Background: an optimization exercise with open tools, aiming at small area, a short achievable clock period and few clock cycles. Do not read the settings as production practice. RTL that was checked went through simulation tests only; none was proved equivalent to the original. No functional check of the RTL was part of run 1.

[config.mk]
export PLATFORM = sky130hd
export DESIGN_NAME = binimg_cq
export DESIGN_NICKNAME = binimg_cq
export VERILOG_FILES = /design/flow/design.v
export SDC_FILE = /design/flow/constraint.sdc
export NUM_CORES = 4
export LEC_CHECK = 0
export ABC_AREA = 1
export CAP_MARGIN = 20
export CORE_MARGIN = 2
export CORE_UTILIZATION = 40
export SLEW_MARGIN = 20
[constraint.sdc]
create_clock -name core_clock -period 60.0 [get_ports {clk}]
set_input_delay 12.0000 -clock core_clock [delete_from_list [all_inputs] [get_ports {clk}]]
set_output_delay 12.0000 -clock core_clock [all_outputs]
set_load 0.01 [all_outputs]
[design.v]
module bq_rca #(parameter W = 8) (
    input  wire [W-1:0] a,
    input  wire [W-1:0] b,
    input  wire         ci,
    output wire [W-1:0] s,
    output wire         co
);
    wire [W:0] c;
    assign c[0] = ci;
    genvar i;
    generate
        for (i = 0; i < W; i = i + 1) begin : g_bit
            assign s[i]   = a[i] ^ b[i] ^ c[i];
            assign c[i+1] = (a[i] & b[i]) | (c[i] & (a[i] ^ b[i]));
        end
    endgenerate
    assign co = c[W];
endmodule
module bq_lut (
    input  wire [3:0] i,
    output wire [8:0] deg
);
    localparam [143:0] LUTV = {9'd310, 9'd289, 9'd269, 9'd248, 9'd227, 9'd207, 9'd186, 9'd165,
                               9'd145, 9'd124, 9'd103, 9'd83, 9'd62, 9'd41, 9'd21, 9'd0};
    reg [8:0] d;
    integer   j;
    always @(*) begin
        d = 9'd0;
        for (j = 0; j < 16; j = j + 1)
            if (i == j) d = d | LUTV[j*9 +: 9];
    end
    assign deg = d;
endmodule
module bq_g17 (
    input  wire [4:0] x,
    output wire [3:0] y
);
    localparam [127:0] G17V = {56'd0, 4'd15, 4'd14, 4'd13, 4'd12, 4'd11, 4'd10, 4'd9, 4'd8,
                               4'd7, 4'd7, 4'd6, 4'd5, 4'd4, 4'd3, 4'd2, 4'd1, 4'd0, 4'd0};
    reg [3:0] t;
    integer   j;
    always @(*) begin
        t = 4'd0;
        for (j = 0; j < 18; j = j + 1)
            if (x == j) t = t | G17V[j*4 +: 4];
    end
    assign y = t;
endmodule
module bq_r2q (
    input  wire [7:0] r,
    input  wire [7:0] g,
    input  wire [7:0] b,
    output wire       gray,
    output reg  [4:0] k,
    output reg  [3:0] idx
);
    wire [7:0] unused0, unused1, unused2;
    wire rg, rb, gb;                 
    bq_rca #(8) u_rg (.a(r), .b(~g), .ci(1'b1), .s(unused0), .co(rg));
    bq_rca #(8) u_rb (.a(r), .b(~b), .ci(1'b1), .s(unused1), .co(rb));
    bq_rca #(8) u_gb (.a(g), .b(~b), .ci(1'b1), .s(unused2), .co(gb));
    wire secR = rg & rb;             
    wire secG = ~rg & gb;            
    wire [7:0] cmax = rg ? (rb ? r : b) : (gb ? g : b);
    wire [7:0] cmin = rg ? (gb ? b : g) : (rb ? b : r);
    wire [7:0] cmed = secR ? (gb ? g : b) : secG ? (rb ? r : b) : (rg ? r : g);
    wire [7:0] dd, ff;
    wire [8:0] sm;
    wire       c0, c1;
    bq_rca #(8) u_dd (.a(cmax), .b(~cmin), .ci(1'b1), .s(dd), .co(c0));
    bq_rca #(8) u_ff (.a(cmed), .b(~cmin), .ci(1'b1), .s(ff), .co(c1));
    bq_rca #(8) u_sm (.a(cmax), .b(cmin), .ci(1'b0), .s(sm[7:0]), .co(sm[8]));
    assign gray = (dd == 8'd0);
    wire       neg = secR ? ~gb : secG ? rb : ~rg;
    wire [2:0] m = secR ? 3'd2 : secG ? (neg ? 3'd1 : 3'd3) : (neg ? 3'd0 : 3'd4);
    wire [9:0] md_a;
    wire       md_c;
    bq_rca #(9) u_md (.a(m[1] ? {dd, 1'b0} : 9'd0), .b(m[0] ? {1'b0, dd} : 9'd0), .ci(1'b0),
                      .s(md_a[8:0]), .co(md_c));
    wire [9:0] md = m[2] ? {dd, 2'd0} : {md_c, md_a[8:0]};
    wire [11:0] f15;
    wire        c2;
    bq_rca #(12) u_f15 (.a({ff, 4'd0}), .b(~{4'd0, ff}), .ci(1'b1), .s(f15), .co(c2));
    wire [12:0] u1;
    wire        c3;
    bq_rca #(13) u_u1 (.a({1'b0, f15}), .b(~{3'd0, md}), .ci(1'b1), .s(u1), .co(c3));
    wire [10:0] d5;
    wire        c4;
    bq_rca #(10) u_d5 (.a({dd, 2'd0}), .b({2'd0, dd}), .ci(1'b0), .s(d5[9:0]), .co(d5[10]));
    wire [15:0] vv;
    wire        c5;
    bq_rca #(16) u_vv (.a({u1, 3'd0}), .b(~{5'd0, d5}), .ci(neg), .s(vv), .co(c5));
    wire [13:0] d41;
    wire [11:0] d9;
    wire        c7;
    bq_rca #(11) u_d9 (.a({dd, 3'd0}), .b({3'd0, dd}), .ci(1'b0), .s(d9[10:0]), .co(d9[11]));
    bq_rca #(14) u_d41 (.a({1'b0, dd, 5'd0}), .b({2'd0, d9}), .ci(1'b0), .s(d41), .co(c7));
    wire [14:0] w1, w2;
    wire        ge1, ge2;           
    bq_rca #(15) u_t1 (.a(vv[14:0]), .b(~{1'b0, d41}), .ci(1'b1), .s(w1), .co(ge1));
    bq_rca #(15) u_t2 (.a(vv[14:0]), .b(~{d41, 1'b0}), .ci(1'b1), .s(w2), .co(ge2));
    wire t0 = vv[15];
    wire t1 = ~ge1;
    wire t2 = ~ge2;
    wire [1:0] cnt = t0 ? 2'd3 : t1 ? 2'd2 : t2 ? 2'd1 : 2'd0;
    always @(*) begin
        if (secR) idx = neg ? 4'd15 : 4'd3 - cnt;
        else if (secG) idx = neg ? 4'd3 + cnt : 4'd9 - cnt;
        else idx = neg ? 4'd9 + cnt : 4'd15 - cnt;
    end
    always @(*) begin
        if (sm <= 9'd45) k = 5'd1;
        else if (sm <= 9'd75) k = 5'd2;
        else if (sm <= 9'd105) k = 5'd3;
        else if (sm <= 9'd135) k = 5'd4;
        else if (sm <= 9'd165) k = 5'd5;
        else if (sm <= 9'd195) k = 5'd6;
        else if (sm <= 9'd225) k = 5'd7;
        else if (sm <= 9'd255) k = 5'd8;
        else if (sm <= 9'd285) k = 5'd9;
        else if (sm <= 9'd315) k = 5'd10;
        else if (sm <= 9'd345) k = 5'd11;
        else if (sm <= 9'd375) k = 5'd12;
        else if (sm <= 9'd405) k = 5'd13;
        else if (sm <= 9'd435) k = 5'd14;
        else if (sm <= 9'd465) k = 5'd15;
        else k = 5'd16;
    end
endmodule
module bq_q2r (
    input  wire        s,
    input  wire        ls,
    input  wire [4:0]  ln,
    input  wire [8:0]  hue,
    output reg  [23:0] rgb
);
    wire       lwr = ls ? (ln[4:3] == 2'd0 || ln == 5'd8) : (ln[4:3] == 2'd0);    
    wire [4:0] ln2d = {ln[3:0], 1'b0} + (ls ? 5'd15 : 5'd17);                     
    wire [4:0] y  = s ? (lwr ? {ln[3:0], 1'b0} : ln2d) : ln;
    wire [7:0] uy;
    wire       c0;
    bq_rca #(8) u_uy (.a({y[3:0], 4'd0}), .b(ls ? ~{4'd0, y[3:0]} : {4'd0, y[3:0]}), .ci(ls), .s(uy), .co(c0));
    wire [7:0] uy2 = {uy[7:4] - {3'd0, y[4]}, uy[3:0]};    
    wire [7:0] v_hi = (s & ~lwr) ? 8'd255 : uy2;
    wire [7:0] v_lo = (s & lwr) ? 8'd0 : uy2;
    wire [3:0] h = s ? (lwr ? ln[3:0] : (ls ? 4'd1 : 4'd15) - ln[3:0]) : 4'd0;    
    wire a60  = hue >= 9'd60,  a120 = hue >= 9'd120, a180 = hue >= 9'd180, a240 = hue >= 9'd240,
         a300 = hue >= 9'd300, a360 = hue >= 9'd360, a420 = hue >= 9'd420, a480 = hue >= 9'd480;
    wire [5:0] mlow = a420 ? 6'd32 : a300 ? 6'd40 : a180 ? 6'd48 : a60 ? 6'd56 : 6'd0;  
    wire       above = a480 | (a360 & ~a420) | (a240 & ~a300) | (a120 & ~a180) | ~a60;
    wire [5:0] df, tt;
    wire       c1, c2;
    bq_rca #(6) u_df (.a(hue[5:0]), .b(~mlow), .ci(1'b1), .s(df), .co(c1));
    bq_rca #(6) u_tt (.a(above ? df : ~df), .b(6'd0), .ci(~above), .s(tt), .co(c2));
    wire [8:0] pa = (h[0] ? {3'd0, tt} : 9'd0) + (h[1] ? {2'd0, tt, 1'b0} : 9'd0)
                  + (h[2] ? {1'd0, tt, 2'b0} : 9'd0);
    wire [9:0] pp = h[3] ? {1'b0, tt, 3'd0} : {1'b0, pa};
    wire [9:0] yy = {pp[8:0], 1'b0} + (pp[0] ? 10'd15 : 10'd0);
    wire [7:0] dm = pp[8:1] + (ls ? 5'd0 : yy / 10'd30);
    wire [7:0] v_md = v_lo + dm;
    always @(*) begin
        if (~a60)       rgb = {v_hi, v_md, v_lo};
        else if (~a120) rgb = {v_md, v_hi, v_lo};
        else if (~a180) rgb = {v_lo, v_hi, v_md};
        else if (~a240) rgb = {v_lo, v_md, v_hi};
        else if (~a300) rgb = {v_md, v_lo, v_hi};
        else            rgb = {v_hi, v_lo, v_md};
    end
endmodule
module bq_enc (
    input  wire [15:0] q,
    input  wire [3:0]  g17,         
    output wire [7:0]  pix,
    output wire        lz,
    output wire        nomatch
);
    wire       s  = q[15];
    wire       ls = q[14];
    wire [4:0] ln = q[13:9];
    wire [8:0] hue = q[8:0];
    localparam [63:0] LO15V = {4'd1, 4'd0, 4'd15, 4'd14, 4'd12, 4'd11, 4'd10, 4'd9,
                               4'd8, 4'd7, 4'd6, 4'd5, 4'd3, 4'd2, 4'd1, 4'd0};
    reg  [3:0] lo15;                                    
    integer    j;
    always @(*) begin
        lo15 = 4'd0;
        for (j = 0; j < 16; j = j + 1)
            if (ln[3:0] == j) lo15 = lo15 | LO15V[j*4 +: 4];
    end
    wire [3:0] lo = ls ? ln[3:0] : lo15;
    wire [3:0] hg = ls ? g17 : ln[3:0];
    reg  [3:0] idx;
    reg        found;
    integer    i;
    localparam [143:0] LUTV = {9'd310, 9'd289, 9'd269, 9'd248, 9'd227, 9'd207, 9'd186, 9'd165,
                               9'd145, 9'd124, 9'd103, 9'd83, 9'd62, 9'd41, 9'd21, 9'd0};
    always @(*) begin
        idx = 4'd0;
        found = 1'b0;
        for (i = 0; i < 16; i = i + 1)
            if (hue == LUTV[i*9 +: 9]) begin
                idx = idx | i[3:0];
                found = 1'b1;
            end
    end
    assign pix = s ? {idx, lo} : {hg, 4'd0};
    assign lz = s & (lo == 4'd0);
    assign nomatch = s & ~found;
endmodule
module bq_pre (
    input  wire [31:0] cmd,
    output wire [2:0]  op3
);
    wire bad = (cmd[27:24] != 4'd0) | cmd[31];
    assign op3 = bad ? 3'd0 : cmd[30:28];
endmodule
module bq_core (
    input  wire [2:0]  op3,
    input  wire [23:0] op,
    output wire        st_ill,      
    output wire        st_qr,       
    output wire        f_lz,
    output wire        f_nm,
    output wire        f_gray,
    output wire [23:0] res,
    output wire        rgba_en,     
    output wire        gb_en        
);
    wire op_dec = (op3 == 3'd1), op_enc = (op3 == 3'd2), op_r2q = (op3 == 3'd3),
         op_q2r = (op3 == 3'd4), op_pck = (op3 == 3'd5), op_upk = (op3 == 3'd6),
         op_lut = (op3 == 3'd7);
    assign st_ill = (op3 == 3'd0)
                  | ((op3 == 3'd1 | op3 == 3'd6) & (op[23:8] != 16'd0))
                  | ((op3 == 3'd2 | op3 == 3'd4) & (op[23:16] != 8'd0))
                  | ((op3 == 3'd7) & (op[23:4] != 20'd0));
    wire       r_gray;
    wire [4:0] kk;
    wire [3:0] ridx;
    bq_r2q u_r2q (.r(op[23:16]), .g(op[15:8]), .b(op[7:0]), .gray(r_gray), .k(kk), .idx(ridx));
    wire [3:0] h4 = op[7:4];
    wire [3:0] l4 = op[3:0];
    wire       dgray = (l4 == 4'd0);
    wire [8:0] lut_h4, lut_b;
    bq_lut u_lut_h4 (.i(h4), .deg(lut_h4));
    bq_lut u_lut_b (.i(op_lut ? l4 : ridx), .deg(lut_b));
    wire [8:0] hue_d = lut_h4 & ~{9{dgray}};           
    wire [8:0] hue_b = lut_b & ~{9{~op_lut & r_gray}};   
    wire       e_s  = op[15];
    wire       e_ls = op[14];
    wire [4:0] e_ln = op[13:9];
    wire [3:0] g17;
    bq_g17 u_g17 (.x(op_pck ? kk : e_ln), .y(g17));
    wire [7:0] e_pix;
    wire       e_lz, e_nm;
    bq_enc u_enc (.q(op[15:0]), .g17(g17), .pix(e_pix), .lz(e_lz), .nomatch(e_nm));
    wire       rerr = e_ln[4] & (~e_ls | (e_ln[3:1] != 3'd0));     
    wire [7:0] p_byte = r_gray ? {g17, 4'd0} : {ridx, kk[3:0]};
    wire       q_s   = op_upk ? ~dgray : e_s;
    wire       q_ls  = op_upk ? ~dgray : e_ls;
    wire [4:0] q_ln  = op_upk ? {1'b0, dgray ? h4 : l4} : e_ln;
    wire [8:0] q_hue = op_upk ? hue_d : op[8:0];
    wire [23:0] q_rgb;
    bq_q2r u_q2r (.s(q_s), .ls(q_ls), .ln(q_ln), .hue(q_hue), .rgb(q_rgb));
    assign st_qr = ~st_ill & (op_enc | op_q2r) & rerr;
    wire ok = ~st_ill & ~st_qr;
    assign f_gray = ok & ((op_dec & dgray) | (op_enc & ~e_s) | ((op_r2q | op_pck) & r_gray)
                        | ((op_q2r | op_upk) & ~q_s));
    assign f_lz = ok & ((op_enc & e_lz) | (op_pck & ~r_gray & kk[4]));
    assign f_nm = ok & op_enc & e_nm;
    assign rgba_en = ok & (op_q2r | op_upk);
    assign gb_en = op_q2r | op_upk;                     
    wire [6:0] q16_hi = op_r2q ? {~r_gray, 1'b1, kk} : {~dgray, ~dgray, 1'b0, dgray ? h4 : l4};
    assign res = {24{ok}} & (
          ({24{op_dec}} & {8'd0, q16_hi, hue_d})
        | ({24{op_r2q}} & {8'd0, q16_hi, hue_b})
        | ({24{op_lut}} & {15'd0, hue_b})
        | ({24{op_enc}} & {16'd0, e_pix})
        | ({24{op_pck}} & {16'd0, p_byte})
        | ({24{op_q2r | op_upk}} & q_rgb));
endmodule
module binimg_cq (
    input  wire        clk,
    input  wire        rst,
    input  wire        cmd_valid,
    output wire        cmd_ready,
    input  wire [31:0] cmd_word,
    output wire        rsp_valid,
    input  wire        rsp_ready,
    output wire [31:0] rsp_word,
    output wire [63:0] rsp_rgba16
);
    reg        va, vb, h, vo, rdy;
    reg [26:0] areg, breg;     
    reg [30:0] oreg;           
    wire [2:0] pre_op3;
    bq_pre u_pre (.cmd(cmd_word), .op3(pre_op3));
    wire [26:0] cur = h ? breg : areg;
    wire        c_ill, c_qr, c_lz, c_nm, c_gray, c_rgba, c_gb;
    wire [23:0] c_res;
    bq_core u_core (.op3(cur[26:24]), .op(cur[23:0]), .st_ill(c_ill), .st_qr(c_qr),
                    .f_lz(c_lz), .f_nm(c_nm), .f_gray(c_gray), .res(c_res),
                    .rgba_en(c_rgba), .gb_en(c_gb));
    assign cmd_ready  = rdy;
    assign rsp_valid  = vo;
    assign rsp_word   = {2'b00, oreg[27], oreg[28], 1'b0, oreg[26:0]};
    assign rsp_rgba16 = {oreg[23:16], oreg[23:16], {2{oreg[15:8] & {8{oreg[30]}}}},
                         {2{oreg[7:0] & {8{oreg[30]}}}}, {16{oreg[29]}}};
    wire any    = va | vb;
    wire tgt    = any ? ~h : h;               
    wire o_free = ~vo | rsp_ready;            
    wire acc    = cmd_valid & rdy;
    wire take   = o_free & any;               
    wire va_n   = (va & ~(take & ~h)) | (acc & ~tgt);
    wire vb_n   = (vb & ~(take & h)) | (acc & tgt);
    always @(posedge clk) begin
        if (rdy & ~tgt) areg <= {pre_op3, cmd_word[23:0]};
        if (rdy & tgt)  breg <= {pre_op3, cmd_word[23:0]};
        if (o_free) oreg <= {c_gb, c_rgba, c_ill, c_qr, c_lz, c_nm, c_gray, c_res};
        if (rst) begin
            va <= 1'b0; vb <= 1'b0; h <= 1'b0; vo <= 1'b0; rdy <= 1'b1;
        end else begin
            va  <= va_n;
            vb  <= vb_n;
            h   <= h ^ take;
            vo  <= ~o_free | any;
            rdy <= ~(va_n & vb_n);
        end
    end
endmodule
[flow/run.sh]
#!/bin/bash
# Standard ORFS layout with two changes to how it is made (the constraint file is unchanged):
#  - ports are buffered with the plain sky130 buffer instead of the delay buffer ORFS picks;
#  - the timing repair steps aim for a shorter clock period than the constraint's.
set -euo pipefail
bash standard.sh "BUFFER_PORTS_ARGS=-buffer_cell sky130_fd_sc_hd__buf_1" SETUP_SLACK_MARGIN=47.5 TNS_END_PERCENT=0 finish > standard_flow.log 2>&1
[standard.sh]
#!/bin/bash
# synth_recipe.tcl (not shown) runs the flow's synth.tcl, then flattens the netlist and writes it again
# the make line also repeats each setting of config.mk as NAME=value (left out here)
make -C /OpenROAD-flow-scripts/flow DESIGN_CONFIG=/design/flow/config.mk WORK_HOME=/design/flow/orfs CLKGATE_MAP_FILE= SYNTH_SCRIPT=/design/flow/synth_recipe.tcl "${@:-finish}"
==> load_flow_metrics.sql, run 1 <==
INSERT INTO impl_metrics (metric_group, metric, value, unit) VALUES
('sta', 'final-setup-viol-count', '0', ''),
('grt', 'use_met1', '0.300', ''),
('grt', 'grtUsageMet2', '0.337', ''),
('cts', 'cts-buffers-inserted', '9', ''),
('synthesis', 'yosys.area.top_type', 'edfxtp_1', ''),
('setup_path', 'cp-start-kind', 'flop', ''),
('routing', 'remaining_drc_errors', '0', ''),
('setup_path', 'rr_worst_depth', '62', ''),
('die', 'die_w', '189', 'microns'),
('setup_path', 'critPathMaxFanout', '7', ''),
('cts', 'insertion_delay', '370', 'ps'),
('setup_path', 'worst_r2r_startpoint', 'h', ''),
('synthesis', 'seq_area_frac_synth', '0.195', ''),
('setup_path', 'reg2reg_setup_slack', '47650', 'ps'),
('die', 'die_y', '189', 'microns'),
('die', 'coreArea', '0.0335', 'sq mm'),
('setup_path', 'cp_data_arrival_time', '1190', 'ps'),
('sta', 'timing.final.max_slew_violations', '0', ''),
('grt', 'groute.layer.met3.usage', '0.0240', ''),
('routing', 'wire_per_inst', '15.7', 'microns'),
('cts', 'cts_max_path_buffers', '2', ''),
('grt', 'total_gr_overflow', '0', ''),
('synthesis', 'synth_ff_type', 'edfxtp_1', ''),
('finish', 'layout.cells.most_common', 'nand2_1', ''),
('synthesis', 'synthesized_instance_count', '1895', ''),
('routing', 'first_pass_iters', '6', ''),
('setup_path', 'endpoint_kind', 'primary output', ''),
('synthesis', 'mappedNetlistArea', '0.0136', 'sq mm'),
('finish', 'final_core_util', '0.431', ''),
('cts', 'cts.sink_count', '90', ''),
('placed_design', 'dp_worst_setup_slack', '46810', 'ps'),
('synthesis', 'synthesis.yosys.warnings', '6', ''),
('routing', 'vias_per_cell', '5.17', ''),
('synthesis', 'synth_enable_flop_cells', '85', ''),
('grt', 'grt_pass1_vias', '11601', ''),
('run', 'cap_viol_max_count', '0', ''),
('cts', 'quantity_of_hold_fixing_buffers_added_after_cts', '0', ''),
('synthesis', 'syn-mean-instance-area', '7.19', 'sq um'),
('sta', 'fin_worst_skew', '16.8', 'ps'),
('die', 'die_area', '0.0356', 'sq mm'),
('grt', 'first_pass_grt_wire_length', '60600', 'microns'),
('synthesis', 'ys_seq_elements', '90', ''),
('placed_design', 'gp_congestion', '0.990', ''),
('sta', 'clock_period_minus_worst_slack', '13190', 'ps'),
('routing', 'drt-initial-drc-count', '989', ''),
('routing', 'wl', '37600', 'microns'),
('status', 'run_status', 'no timing/DRC/antenna violations', ''),
('synthesis', 'synth_top_area_share', '0.187', ''),
('setup_path', 'reg2reg_to', 'oreg[1]', ''),
('setup_path', 'crit_path_start', 'oreg[30]', ''),
('grt', 'grt_most_used_layer', 'met2', ''),
('die', 'boundaryPins', '134', ''),
('routing', 'routed_antenna_nets', '0', ''),
('cts', 'cts.htree.levels', '3', ''),
('sta', 'final.setup.tns', '0', 'ps'),
('finish', 'num-nets-final', '2175', ''),
('finish', 'final_cell_mix', '405 x nand2_1, 309 x inv_1, 153 x nor2_1', ''),
('sta', 'tightest_slew', '1040', 'ps'),
('placed_design', 'detailedPlacementHpwl', '30400', 'microns'),
('setup_path', 'worst-setup-path-type', 'reg2out', ''),
('sta', 'slew_headroom', '0.288', ''),
('finish', 'area.growth.synth_to_final', '6.17', '%'),
('finish', 'n_fill_cell', '3485', ''),
('grt', 'number_of_antenna_violations_at_the_first_check_in_global_routing', '0', '');
## worst max-delay path, cell delays in order (launching register included)
cell and delay, ps:
edfxtp_1 410, buf_4 180, nand2_1 70, inv_2 50
buf_1 130
## flip-flops by register name, summed over array words and instances (netlist names)
signal,count
breg,27
rdy,1
va,1
h,1
areg,27
vb,1
vo,1
oreg,31
## cells by family after synthesis
group / count (synthesis) / share of synthesized area
AND/OR/NAND/NOR: 746 / 0.237
buffers and inverters: 471 / 0.156
AO/OA/AOI/OAI: 348 / 0.159
adder cells (fa/ha/maj): 198 / 0.226
flip-flops: 90 / 0.195
XOR/XNOR: 39 / 0.0267
multiplexers: 2 / 0.00147
other: 1 / 0.000275
## metal layers
| layer | share of wire | wire (microns) | up-vias |
|---|---|---|---|
| met2 | 0.45 | 16800 | 434 |
| met5 | 0 | 0 | - |
| li1 | - | - | 6176 |
| met3 | 0.059 | 2220 | 65 |
| met4 | 0.030 | 1130 | 0 |
| met1 | 0.46 | 17400 | 5711 |
## what timing repair did
item                                    CTS  global route
endpoints found under the setup margin  137           151
buffers inserted                          3             5
resized for setup                         0            34
## how the worst min path moves through the flow
stage,slack (ps),to,start
final,530,rdy,vb
after CTS,540,rdy,vb
after global routing,580,rdy,vb
after global placement,520,rdy,vb
after detailed placement,520,rdy,vb
after floorplan,500,rdy,vb
## cell usage after synthesis, types with 17 or more instances
library cell / number
nor3_1: 21
o21ai_1: 17
nand2_1: 412
ha_1: 118
buf_4: 83
xnor2_1: 18
nor2_1: 155
fa_1: 80
clkbuf_1: 26
o211ai_1: 18
o21ai_0: 115
inv_2: 25
inv_1: 320
edfxtp_1: 85
nand4_1: 19
a21oi_1: 80
xor2_1: 18
nand3_1: 69
## area by class of cell
type	count	area [sq um]	share of cell area
sequential	90	2650	0.183
inverter	353	1350	0.0931
clock buffer	11	233	0.0161
tap	448	561	0.0387
multi-input combinational	1336	8930	0.617
clock inverter	5	65.1	0.00450
timing repair buffer	151	678	0.0469
## stage by stage
step | hold WS (ps) | instance area [sq um] | cells
after floorplan | 498 | 13700 | 1897
after global placement | 518 | 14000 | 2370
after detailed placement | 518 | 14000 | 2370
after CTS | 535 | 14300 | 2389
after global routing | 581 | 14500 | 2394
final | 535 | 14500 | 2394
==> run 2, diff against run 1 <==
--- a/design.v
+++ b/design.v
@@ -91,10 +91,8 @@
     wire        c5;
     bq_rca #(16) u_vv (.a({u1, 3'd0}), .b(~{5'd0, d5}), .ci(neg), .s(vv), .co(c5));
     wire [13:0] d41;
-    wire [11:0] d9;
     wire        c7;
-    bq_rca #(11) u_d9 (.a({dd, 3'd0}), .b({3'd0, dd}), .ci(1'b0), .s(d9[10:0]), .co(d9[11]));
-    bq_rca #(14) u_d41 (.a({1'b0, dd, 5'd0}), .b({2'd0, d9}), .ci(1'b0), .s(d41), .co(c7));
+    bq_rca #(14) u_d41 (.a({d5, 3'd0}), .b({6'd0, dd}), .ci(1'b0), .s(d41), .co(c7));
     wire [14:0] w1, w2;
     wire        ge1, ge2;           
     bq_rca #(15) u_t1 (.a(vv[14:0]), .b(~{1'b0, d41}), .ci(1'b1), .s(w1), .co(ge1));
==> flow/run.sh (replaced) <==
#!/bin/bash
# Standard ORFS layout with two changes to how it is made (the constraint file is unchanged):
#  - ports are buffered with the plain sky130 buffer instead of the delay buffer ORFS picks;
#  - the timing repair steps aim for a shorter clock period than the constraint's.
set -euo pipefail
bash standard.sh "BUFFER_PORTS_ARGS=-buffer_cell sky130_fd_sc_hd__buf_1" SETUP_SLACK_MARGIN=47 TNS_END_PERCENT=0 finish > standard_flow.log 2>&1
==> run 2 against run 1 <==
Net effect: register-to-register slack is essentially flat; largest cell class unchanged; area after synthesis fell by 1.5%; flip-flop and latch count is the same; still clean; first-iteration DRC count is 4.2% higher; clock skew increased by 1.5 ps; via count down 0.41%.
==> load_flow_metrics.sql, run 2 <==
INSERT INTO impl_metrics (metric_group, metric, value, unit) VALUES
('grt', 'grt_pass1_vias', '11465', ''),
('min_path', 'min-delay-path-class', 'reg2reg', ''),
('cts', 'cts-buffers-inserted', '9', ''),
('die', 'die_area', '0.0351', 'sq mm'),
('synthesis', 'synth_enable_flop_cells', '85', ''),
('routing', 'vias_per_cell', '5.18', ''),
('run', 'cap_viol_max_count', '0', ''),
('grt', 'number_of_antenna_violations_at_the_first_check_in_global_routing', '0', ''),
('cts', 'cts_max_path_buffers', '2', ''),
('routing', 'total_via_count_after_detailed_routing', '12335', ''),
('routing', 'wl', '37500', 'microns'),
('placed_design', 'numPortBuffers', '130', ''),
('die', 'die_y', '187', 'microns'),
('status', 'run_status', 'no timing/DRC/antenna violations', ''),
('setup_path', 'required', '48000', 'ps'),
('sta', 'fin_worst_skew', '18.3', 'ps'),
('die', 'coreArea', '0.0333', 'sq mm'),
('setup_path', 'worst-setup-path-type', 'reg2out', ''),
('finish', 'area.growth.synth_to_final', '6.02', '%'),
('cts', 'quantity_of_hold_fixing_buffers_added_after_cts', '0', ''),
('sta', 'final-setup-viol-count', '0', ''),
('placed_design', 'detailedPlacementHpwl', '30200', 'microns'),
('routing', 'remaining_drc_errors', '0', ''),
('finish', 'largest_reg_flops', '31', ''),
('sta', 'clock_period_minus_worst_slack', '13190', 'ps'),
('finish', 'drive_gt1_frac', '0.0730', ''),
('sta', 'post-route-period-util', '0.220', ''),
('sta', 'final.hold.worst_slack', '554', 'ps'),
('finish', 'layout.cells.most_common', 'nand2_1', ''),
('cts', 'tritoncts_clock_tree', 'built', ''),
('setup_path', 'cp-start-kind', 'flop', ''),
('grt', 'total_gr_overflow', '0', ''),
('grt', 'grt_max_degree', '34', ''),
('routing', 'routed_antenna_nets', '0', ''),
('die', 'boundaryPins', '134', ''),
('finish', 'final_core_util', '0.428', ''),
('sta', 'timing.final.max_slew_violations', '0', ''),
('finish', 'max_flop_register', 'oreg', ''),
('finish', 'final_cell_mix', '392 x nand2_1, 323 x inv_1, 151 x nor2_1', ''),
('synthesis', 'synth_ff_type', 'edfxtp_1', ''),
('synthesis', 'postSynth.asyncResetShare', '0', ''),
('finish', 'insertedDiodeCount', '0', ''),
('finish', 'num-nets-final', '2156', ''),
('grt', 'first_pass_grt_wire_length', '60600', 'microns'),
('cts', 'cts.htree.levels', '3', ''),
('synthesis', 'synth_top_cells_by_area', 'edfxtp_1 19%, fa_1 11%, nand2_1 11%', ''),
('synthesis', 'synth_cell_types', '73', ''),
('synthesis', 'seq_area_frac_synth', '0.198', ''),
('synthesis', 'yosys.area.top_type', 'edfxtp_1', ''),
('synthesis', 'synthesis.yosys.warnings', '6', ''),
('synthesis', 'post-synth-top-count-cell', 'nand2_1', ''),
('synthesis', 'syn-mean-instance-area', '7.16', 'sq um'),
('synthesis', 'synthTopCellsByCount', '394 x nand2_1, 323 x inv_1, 153 x nor2_1', ''),
('sta', 'tightest_slew', '940', 'ps'),
('synthesis', 'synthesized_instance_count', '1875', ''),
('sta', 'slew_headroom', '0.357', ''),
('finish', 'layout_top_registers', 'oreg (31), areg (27), breg (27)', ''),
('cts', 'cts.sink_count', '90', ''),
('routing', 'drt-initial-drc-count', '1031', ''),
('routing', 'wire_per_inst', '15.8', 'microns'),
('die', 'start_util', '0.404', ''),
('synthesis', 'synth_top_area_share', '0.190', ''),
('setup_path', 'endpoint_kind', 'primary output', ''),
('sta', 'final.setup.tns', '0', 'ps'),
('sta', 'fmaxAchievable', '0.0758', 'GHz'),
('sta', 'rsz_0062_raised_after_global_routing', 'true', ''),
('cts', 'cts_root_buf', 'clkbuf_16', ''),
('sta', 'hold_violations', '0', ''),
('setup_path', 'cp_data_arrival_time', '1190', 'ps'),
('synthesis', 'mappedNetlistArea', '0.0134', 'sq mm'),
('setup_path', 'critPathMaxFanout', '16', ''),
('synthesis', 'ys_seq_elements', '90', ''),
('die', 'die_w', '187', 'microns'),
('cts', 'clkSlewWorstSetupHoldPaths', '80', 'ps'),
('die', 'rows', '67', ''),
('grt', 'grt_util_all_layers', '0.213', ''),
('routing', 'first_pass_iters', '8', ''),
('cts', 'insertion_delay', '370', 'ps'),
('placed_design', 'gp_congestion', '0.994', '');
-- run 2: changes by cell type after synthesis, moves of 5 or more --
cell / delta
fa_1: -5
a21oi_1: +18
inv_2: -5
xor2_1: +10
xnor2_1: -7
nand2_1: -18
a22oi_1: -7
-- run 2: what timing repair did --
| item | CTS | global route |
|---|---|---|
| buffers inserted | 1 | 7 |
| resized for setup | 0 | 10 |
| setup endpoints to repair | 49 | 60 |
| pin swaps | 0 | 1 |
-- run 2: critical path, cell delays in order (launching register included) --
cell and delay [ps]:
edfxtp_1 420, buf_12 170, nand2_1 50, inv_1 50
clkbuf_2 130
-- run 2: metal layers --
metal / routed length [microns] / global-route usage / part of all wire
met1: 18000 / 0.318 / 0.48
met3: 2530 / 0.0214 / 0.067
met2: 16200 / 0.329 / 0.43
met5: 0 / 0 / 0
met4: 746 / 0.0571 / 0.020
-- run 2: cell type report --
cell class	instances	area, sq um
clock buffer	10	229
clock inverter	6	47.5
fill	3473	19000
inverter	349	1320
multi-input combinational	1322	8730
sequential	90	2650
tap	448	561
timing repair buffer	155	696
-- run 2: cell families (layout without fill, tap and decap cells) --
group | after synthesis | in the layout | share of synthesized area
muxes | 4 | 4 | 0.00298
buffers and inverters | 465 | 520 | 0.154
other | 1 | 3 | 0.000279
adders and majority gates | 193 | 193 | 0.222
xor gates and xnor gates | 41 | 41 | 0.0279
DFF | 90 | 90 | 0.198
AOI/OAI and AO/OA | 354 | 354 | 0.159
and+or+nand+nor | 727 | 727 | 0.236
-- run 2: worst paths after layout --
kind                            slack, ps  cells after the start      from             end
worst max-delay path                46810                      4  oreg[30]  rsp_rgba16[37]
worst min-delay path                  550                      3        vb             rdy
worst max register to register      47640                     67         h         oreg[7]
worst min register to register        550                      3        vb             rdy
-- run 2: metrics by stage --
step	instance area, sq um	worst slack, ps	instances
floorplan	13400	46910	1877
CTS	14200	46800	2373
detailed placement	13900	46800	2356
global route	14200	46740	2380
finish	14200	46810	2380
global placement	13900	46850	2356
Testbench counts of run 2, summed over its fixed seeds: cycles 80,016.
==> run 3, diff against run 2 <==
--- a/config.mk
+++ b/config.mk
@@ -9,4 +9,5 @@
 export CAP_MARGIN = 20
 export CORE_MARGIN = 2
 export CORE_UTILIZATION = 40
+export CTS_BUF_LIST = sky130_fd_sc_hd__clkbuf_4 sky130_fd_sc_hd__clkbuf_8
 export SLEW_MARGIN = 20
==> run 3 against run 2 <==
Net effect: still clean; critical path depth is the same; hold slack better by 4.6 ps; first-iteration DRC count is 3.1% higher; clock skew is 9.3 ps higher; setup slack worse by 52 ps; critical path type unchanged.
==> load_flow_metrics.sql, run 3 <==
INSERT INTO impl_metrics (metric_group, metric, value, unit) VALUES
('synthesis', 'synth_ff_type', 'edfxtp_1', ''),
('die', 'die_area', '0.0351', 'sq mm'),
('synthesis', 'synthesized_instance_count', '1875', ''),
('grt', 'total_gr_overflow', '0', ''),
('synthesis', 'synth_cell_types', '73', ''),
('routing', 'wl', '37400', 'microns'),
('sta', 'post-route-period-util', '0.221', ''),
('finish', 'area.growth.synth_to_final', '4.93', '%'),
('sta', 'fin_worst_skew', '27.5', 'ps'),
('die', 'die_y', '187', 'microns'),
('setup_path', 'required', '48000', 'ps'),
('routing', 'routed_antenna_nets', '0', ''),
('cts', 'tritoncts_clock_tree', 'built', ''),
('synthesis', 'ys_seq_elements', '90', ''),
('finish', 'max_flop_register', 'oreg', ''),
('die', 'die_w', '187', 'microns'),
('synthesis', 'synth_top_area_share', '0.190', ''),
('sta', 'final_ws_setup', '46760', 'ps'),
('run', 'cap_viol_max_count', '0', ''),
('setup_path', 'critPathMaxFanout', '16', ''),
('finish', 'n_fill_cell', '3491', ''),
('finish', 'final_core_util', '0.423', ''),
('cts', 'cts_max_path_buffers', '2', ''),
('grt', 'grt_max_degree', '34', ''),
('finish', 'multi_input_area', '0.00873', 'sq mm'),
('finish', 'insertedDiodeCount', '0', ''),
('grt', 'grt_pass1_vias', '11427', ''),
('sta', 'final-setup-viol-count', '0', ''),
('placed_design', 'gp_congestion', '0.994', ''),
('synthesis', 'synth_top_cells_by_area', 'edfxtp_1 19%, fa_1 11%, nand2_1 11%', ''),
('finish', 'num-nets-final', '2150', ''),
('placed_design', 'numPortBuffers', '130', ''),
('finish', 'layout.cells.most_common', 'nand2_1', ''),
('cts', 'quantity_of_hold_fixing_buffers_added_after_cts', '0', ''),
('synthesis', 'seq_area_frac_synth', '0.198', ''),
('setup_path', 'crit_path_top_delay_cell', 'edfxtp_1', ''),
('routing', 'first_pass_iters', '8', ''),
('sta', 'slew_headroom', '0.418', ''),
('routing', 'vias_per_cell', '5.17', ''),
('sta', 'final.setup.tns', '0', 'ps'),
('setup_path', 'endpoint_kind', 'primary output', ''),
('grt', 'grt_util_all_layers', '0.213', ''),
('cts', 'insertion_delay', '410', 'ps'),
('sta', 'clock_period_minus_worst_slack', '13240', 'ps'),
('grt', 'number_of_antenna_violations_at_the_first_check_in_global_routing', '0', ''),
('synthesis', 'yosys.area.top_type', 'edfxtp_1', ''),
('sta', 'hold_violations', '0', ''),
('synthesis', 'mappedNetlistArea', '0.0134', 'sq mm'),
('synthesis', 'synthesis.yosys.warnings', '6', ''),
('die', 'rows', '67', ''),
('die', 'boundaryPins', '134', ''),
('setup_path', 'cp_data_arrival_time', '1240', 'ps'),
('setup_path', 'cp-start-kind', 'flop', ''),
('finish', 'post_layout_nonfiller_instances', '2374', ''),
('status', 'run_status', 'no timing/DRC/antenna violations', ''),
('die', 'start_util', '0.404', ''),
('sta', 'fmaxAchievable', '0.0755', 'GHz'),
('cts', 'cts-buffers-inserted', '9', ''),
('setup_path', 'slowest_delay', '430', 'ps'),
('sta', 'rsz_0062_raised_after_global_routing', 'true', ''),
('finish', 'layout_top_registers', 'oreg (31), areg (27), breg (27)', ''),
('synthesis', 'postSynth.asyncResetShare', '0', ''),
('finish', 'final_cell_mix', '392 x nand2_1, 323 x inv_1, 151 x nor2_1', ''),
('grt', 'first_pass_grt_wire_length', '60700', 'microns'),
('placed_design', 'dp.cells', '2356', ''),
('synthesis', 'post-synth-top-count-cell', 'nand2_1', ''),
('setup_path', 'worst-setup-path-type', 'reg2out', ''),
('sta', 'tightest_slew', '851', 'ps'),
('finish', 'regArea', '0.00265', 'sq mm'),
('cts', 'cts.htree.levels', '3', ''),
('placed_design', 'dp_worst_setup_slack', '46800', 'ps'),
('placed_design', 'detailedPlacementHpwl', '30200', 'microns'),
('cts', 'cts_root_buf', 'clkbuf_8', ''),
('routing', 'wire_per_inst', '15.8', 'microns'),
('finish', 'drive_gt1_frac', '0.0701', ''),
('min_path', 'min-delay-path-class', 'reg2reg', ''),
('synthesis', 'synthTopCellsByCount', '394 x nand2_1, 323 x inv_1, 153 x nor2_1', ''),
('setup_path', 'worstPathCellList', 'buf_12 -> nand2_1 -> inv_1 -> clkbuf_2', ''),
('die', 'coreArea', '0.0333', 'sq mm'),
('cts', 'clkSlewWorstSetupHoldPaths', '120', 'ps'),
('finish', 'largest_reg_flops', '31', ''),
('routing', 'drt-initial-drc-count', '1063', ''),
('routing', 'total_via_count_after_detailed_routing', '12278', ''),
('synthesis', 'synth_enable_flop_cells', '85', ''),
('routing', 'remaining_drc_errors', '0', ''),
('sta', 'timing.final.max_slew_violations', '0', ''),
('cts', 'cts.sink_count', '90', ''),
('synthesis', 'syn-mean-instance-area', '7.16', 'sq um');
-- run 3: cell types whose count changed in the layout (fill, tap and decap cells not counted), sizes merged --
cell | before | now
buf | 152 | 146
clkinv | 6 | 7
clkinvlp | 2 | 1
-- run 3: critical path: cells and delay by family (launching register included) --
kind,cells,cell delay [ps]
flops,1,430
buf+inv,3,350
simple gates,1,50
-- run 3: path summary, 6_finish.rpt --
kind	depth (start not counted)	from	slack, ps	end
worst max-delay path	4	oreg[30]	46760	rsp_rgba16[37]
worst min-delay path	3	vb	560	rdy
worst max register to register	67	h	47620	oreg[7]
worst min register to register	3	vb	560	rdy
-- run 3: logic make-up after synthesis --
| logic type | synth area share |
|---|---|
| mux | 0.00298 |
| xor+xnor | 0.0279 |
| compound gates | 0.159 |
| fa+ha+maj | 0.222 |
| simple gates | 0.236 |
| flops | 0.198 |
| buf+inv | 0.154 |
| other cells | 0.000279 |
-- run 3: area by class of cell --
cell class,instances,share of cell area
multi-input cells,1322,0.620
flip-flops and latches,90,0.188
inverters,349,0.0932
repair buffers,149,0.0462
well taps,448,0.0398
clock buffers,10,0.00932
clock inverters,6,0.00337
-- run 3: what timing repair did --
item,in CTS,in global routing
gates resized for setup,0,9
setup endpoints to repair,52,77
cloned,0,0
setup buffers,1,1
pin swaps,0,1
-- run 3: per-layer routing --
layer / GRT usage / vias to the layer above / share of wire
li1: - / 6119 / -
met3: 0.0197 / 41 / 0.064
met5: 0 / - / 0
met4: 0.0531 / 0 / 0.017
met2: 0.332 / 446 / 0.44
met1: 0.318 / 5672 / 0.48
-- run 3: through the flow --
stage,hold WS [ps],area (sq um)
floorplan,498,13400
global placement,522,13900
detailed placement,538,13900
CTS,552,14100
global route,625,14100
finish,559,14100
==> run 4, diff against run 3 <==
--- a/design.v
+++ b/design.v
@@ -290,6 +290,7 @@
     reg        va, vb, h, vo, rdy;
     reg [26:0] areg, breg;     
     reg [30:0] oreg;           
+    reg        gb_b;           
     wire [2:0] pre_op3;
     bq_pre u_pre (.cmd(cmd_word), .op3(pre_op3));
     wire [26:0] cur = h ? breg : areg;
@@ -302,7 +303,7 @@
     assign rsp_valid  = vo;
     assign rsp_word   = {2'b00, oreg[27], oreg[28], 1'b0, oreg[26:0]};
     assign rsp_rgba16 = {oreg[23:16], oreg[23:16], {2{oreg[15:8] & {8{oreg[30]}}}},
-                         {2{oreg[7:0] & {8{oreg[30]}}}}, {16{oreg[29]}}};
+                         {2{oreg[7:0] & {8{gb_b}}}}, {16{oreg[29]}}};
     wire any    = va | vb;
     wire tgt    = any ? ~h : h;               
     wire o_free = ~vo | rsp_ready;            
@@ -314,6 +315,7 @@
         if (rdy & ~tgt) areg <= {pre_op3, cmd_word[23:0]};
         if (rdy & tgt)  breg <= {pre_op3, cmd_word[23:0]};
         if (o_free) oreg <= {c_gb, c_rgba, c_ill, c_qr, c_lz, c_nm, c_gray, c_res};
+        if (o_free) gb_b <= c_gb & ~c_ill;
         if (rst) begin
             va <= 1'b0; vb <= 1'b0; h <= 1'b0; vo <= 1'b0; rdy <= 1'b1;
         end else begin
==> run 4 against run 3 <==
Net effect: setup slack gained 60 ps; global-route usage hardly changed; area after synthesis is essentially flat; die area barely moved; non-clock buffer count decreased by 4; via count fell by 0.13%; register-to-register slack gained 50 ps; flip-flop and latch count rose by 1; synthesized cell count is 0.27% lower; wire length down 1.2%.
==> load_flow_metrics.sql, run 4 <==
INSERT INTO impl_metrics (metric_group, metric, value, unit) VALUES
('grt', 'total_gr_overflow', '0', ''),
('setup_path', 'worstPathCellList', 'nand2_1 -> inv_1 -> buf_2', ''),
('synthesis', 'synthAdderAreaFrac', '0.222', ''),
('sta', 'fin_worst_skew', '32.4', 'ps'),
('setup_path', 'reg2reg_setup_slack', '47670', 'ps'),
('setup_path', 'endpoint_kind', 'primary output', ''),
('status', 'run_status', 'no timing/DRC/antenna violations', ''),
('synthesis', 'synth_simple_gate_area_share', '0.238', ''),
('finish', 'drive_gt1_frac', '0.0755', ''),
('setup_path', 'cp_data_arrival_time', '1180', 'ps'),
('synthesis', 'synth_compound_gate_area_share', '0.158', ''),
('synthesis', 'synth_cell_types', '71', ''),
('sta', 'post-route-period-util', '0.220', ''),
('finish', 'area.growth.synth_to_final', '5.14', '%'),
('sta', 'timing.final.max_slew_violations', '0', ''),
('setup_path', 'crit_path_top_delay_cell', 'edfxtp_1', ''),
('finish', 'largest_reg_flops', '31', ''),
('finish', 'num-nets-final', '2145', ''),
('synthesis', 'synth_xor_area_frac', '0.0272', ''),
('routing', 'first_pass_iters', '6', ''),
('cts', 'cts_max_path_buffers', '2', ''),
('synthesis', 'synth_top_area_share', '0.192', ''),
('die', 'start_util', '0.403', ''),
('grt', 'first_pass_grt_wire_length', '60400', 'microns'),
('cts', 'insertion_delay', '430', 'ps'),
('min_path', 'min-delay-path-class', 'reg2reg', ''),
('routing', 'drt-initial-drc-count', '1293', ''),
('synthesis', 'ys_seq_elements', '91', ''),
('die', 'die_w', '187', 'microns'),
('setup_path', 'worst-setup-path-type', 'reg2out', ''),
('setup_path', 'rr_worst_depth', '68', ''),
('routing', 'remaining_drc_errors', '0', ''),
('min_path', 'worstHoldPathCells', '3', '');
==> run 4: changes by cell type in the layout (fill, tap and decap cells not counted), sizes merged, moves of 5 or more <==
| cell | previous run | this run |
|---|---|---|
| a21oi | 100 | 87 |
| buf | 146 | 135 |
| clkbuf | 13 | 19 |
| nor2 | 160 | 165 |
| o211ai | 21 | 11 |
| o21ai | 148 | 157 |
| o22ai | 8 | 18 |
==> run 4: routing by layer <==
metal | vias up | share of wire | GRT usage
met3 | 56 | 0.062 | 0.0343
met5 | - | 0 | 0
met1 | 5685 | 0.47 | 0.299
met4 | 0 | 0.023 | 0.0644
met2 | 435 | 0.45 | 0.337
li1 | 6086 | - | -
==> run 4: what timing repair did <==
| item | CTS | global route |
|---|---|---|
| setup buffers | 3 | 0 |
| gates resized for setup | 1 | 26 |
| hold buffers | 0 | 0 |
| endpoints found under the hold margin | 0 | 0 |
| endpoints found under the setup margin | 66 | 100 |
| pin swaps | 0 | 1 |
==> run 4: worst register-to-register path, delay by kind of cell (launching register included) <==
family,cells,cell delay [ps]
adders and majority gates,9,2710
DFF,1,430
buffers and inverters,7,730
AOI/OAI and AO/OA,13,2190
xor gates and xnor gates,10,1960
and+or+nand+nor,29,4050
==> run 4: cell families after synthesis <==
logic type,Yosys count
muxes,2
xor gates and xnor gates,40
buffers and inverters,461
adders and majority gates,193
other,1
and+or+nand+nor,735
DFF,91
AOI/OAI and AO/OA,347
==> run 4: how the worst max path moves through the flow <==
stage	endpoint	cells past startpoint	slack [ps]	startpoint
after floorplan	gb_b	2	47170	rsp_ready
after global placement	oreg[17]	3	46820	rsp_ready
after detailed placement	oreg[17]	3	46800	rsp_ready
after CTS	rsp_rgba16[24]	3	46770	gb_b
after global routing	rsp_rgba16[27]	3	46710	gb_b
final	rsp_rgba16[24]	3	46820	gb_b
==> run 4: cell type report <==
class / instances / area [sq um] / area share
multi-input combinational: 1320 / 8730 / 0.619
timing repair buffer: 145 / 639 / 0.0453
sequential: 91 / 2680 / 0.190
clock inverter: 7 / 62.6 / 0.00443
clock buffer: 9 / 124 / 0.00878
inverter: 349 / 1320 / 0.0932
tap: 448 / 561 / 0.0397
==> run 4: through the flow <==
step / area [sq um]
after CTS: 14100
after global routing: 14100
final: 14100
after global placement: 13800
after detailed placement: 13800
after floorplan: 13400
Testbench counts of run 4, summed over its fixed seeds: cycles 80,016.

## static timing again, ports no longer ideal
In the flow no input, the clock included, has a driving cell. The finished layouts below were timed again as built, in two steps. Step 1 (the two cells are an assumption about what drives the block):
set clk [get_ports {clk}]
set_driving_cell -lib_cell sky130_fd_sc_hd__clkbuf_16 $clk
set_driving_cell -lib_cell sky130_fd_sc_hd__buf_2 [delete_from_list [all_inputs] $clk]
Step 2, shift: input delay + t, output delay - t, t = (earliest + latest rising clock arrival at the registers) / 2. This alone moves slack from input paths to output paths. Three values: no drivers, after step 1, after step 2; two values: the first two.
run	shift t [ns]	setup slack, ns	pins driven straight from the clock port
run 1	0.409	46.814 / 46.768 / 46.829	1
run 2	0.403	46.809 / 46.768 / 46.820	1
run 3	0.438	46.757 / 46.715 / 46.805	1
run 4	0.452	46.817 / 46.779 / 46.801	1
After both steps setup and hold are still met in every run listed. The setup slack of run 4, which loses most, moves by -0.038 ns with the drivers and by -0.016 ns with both steps.
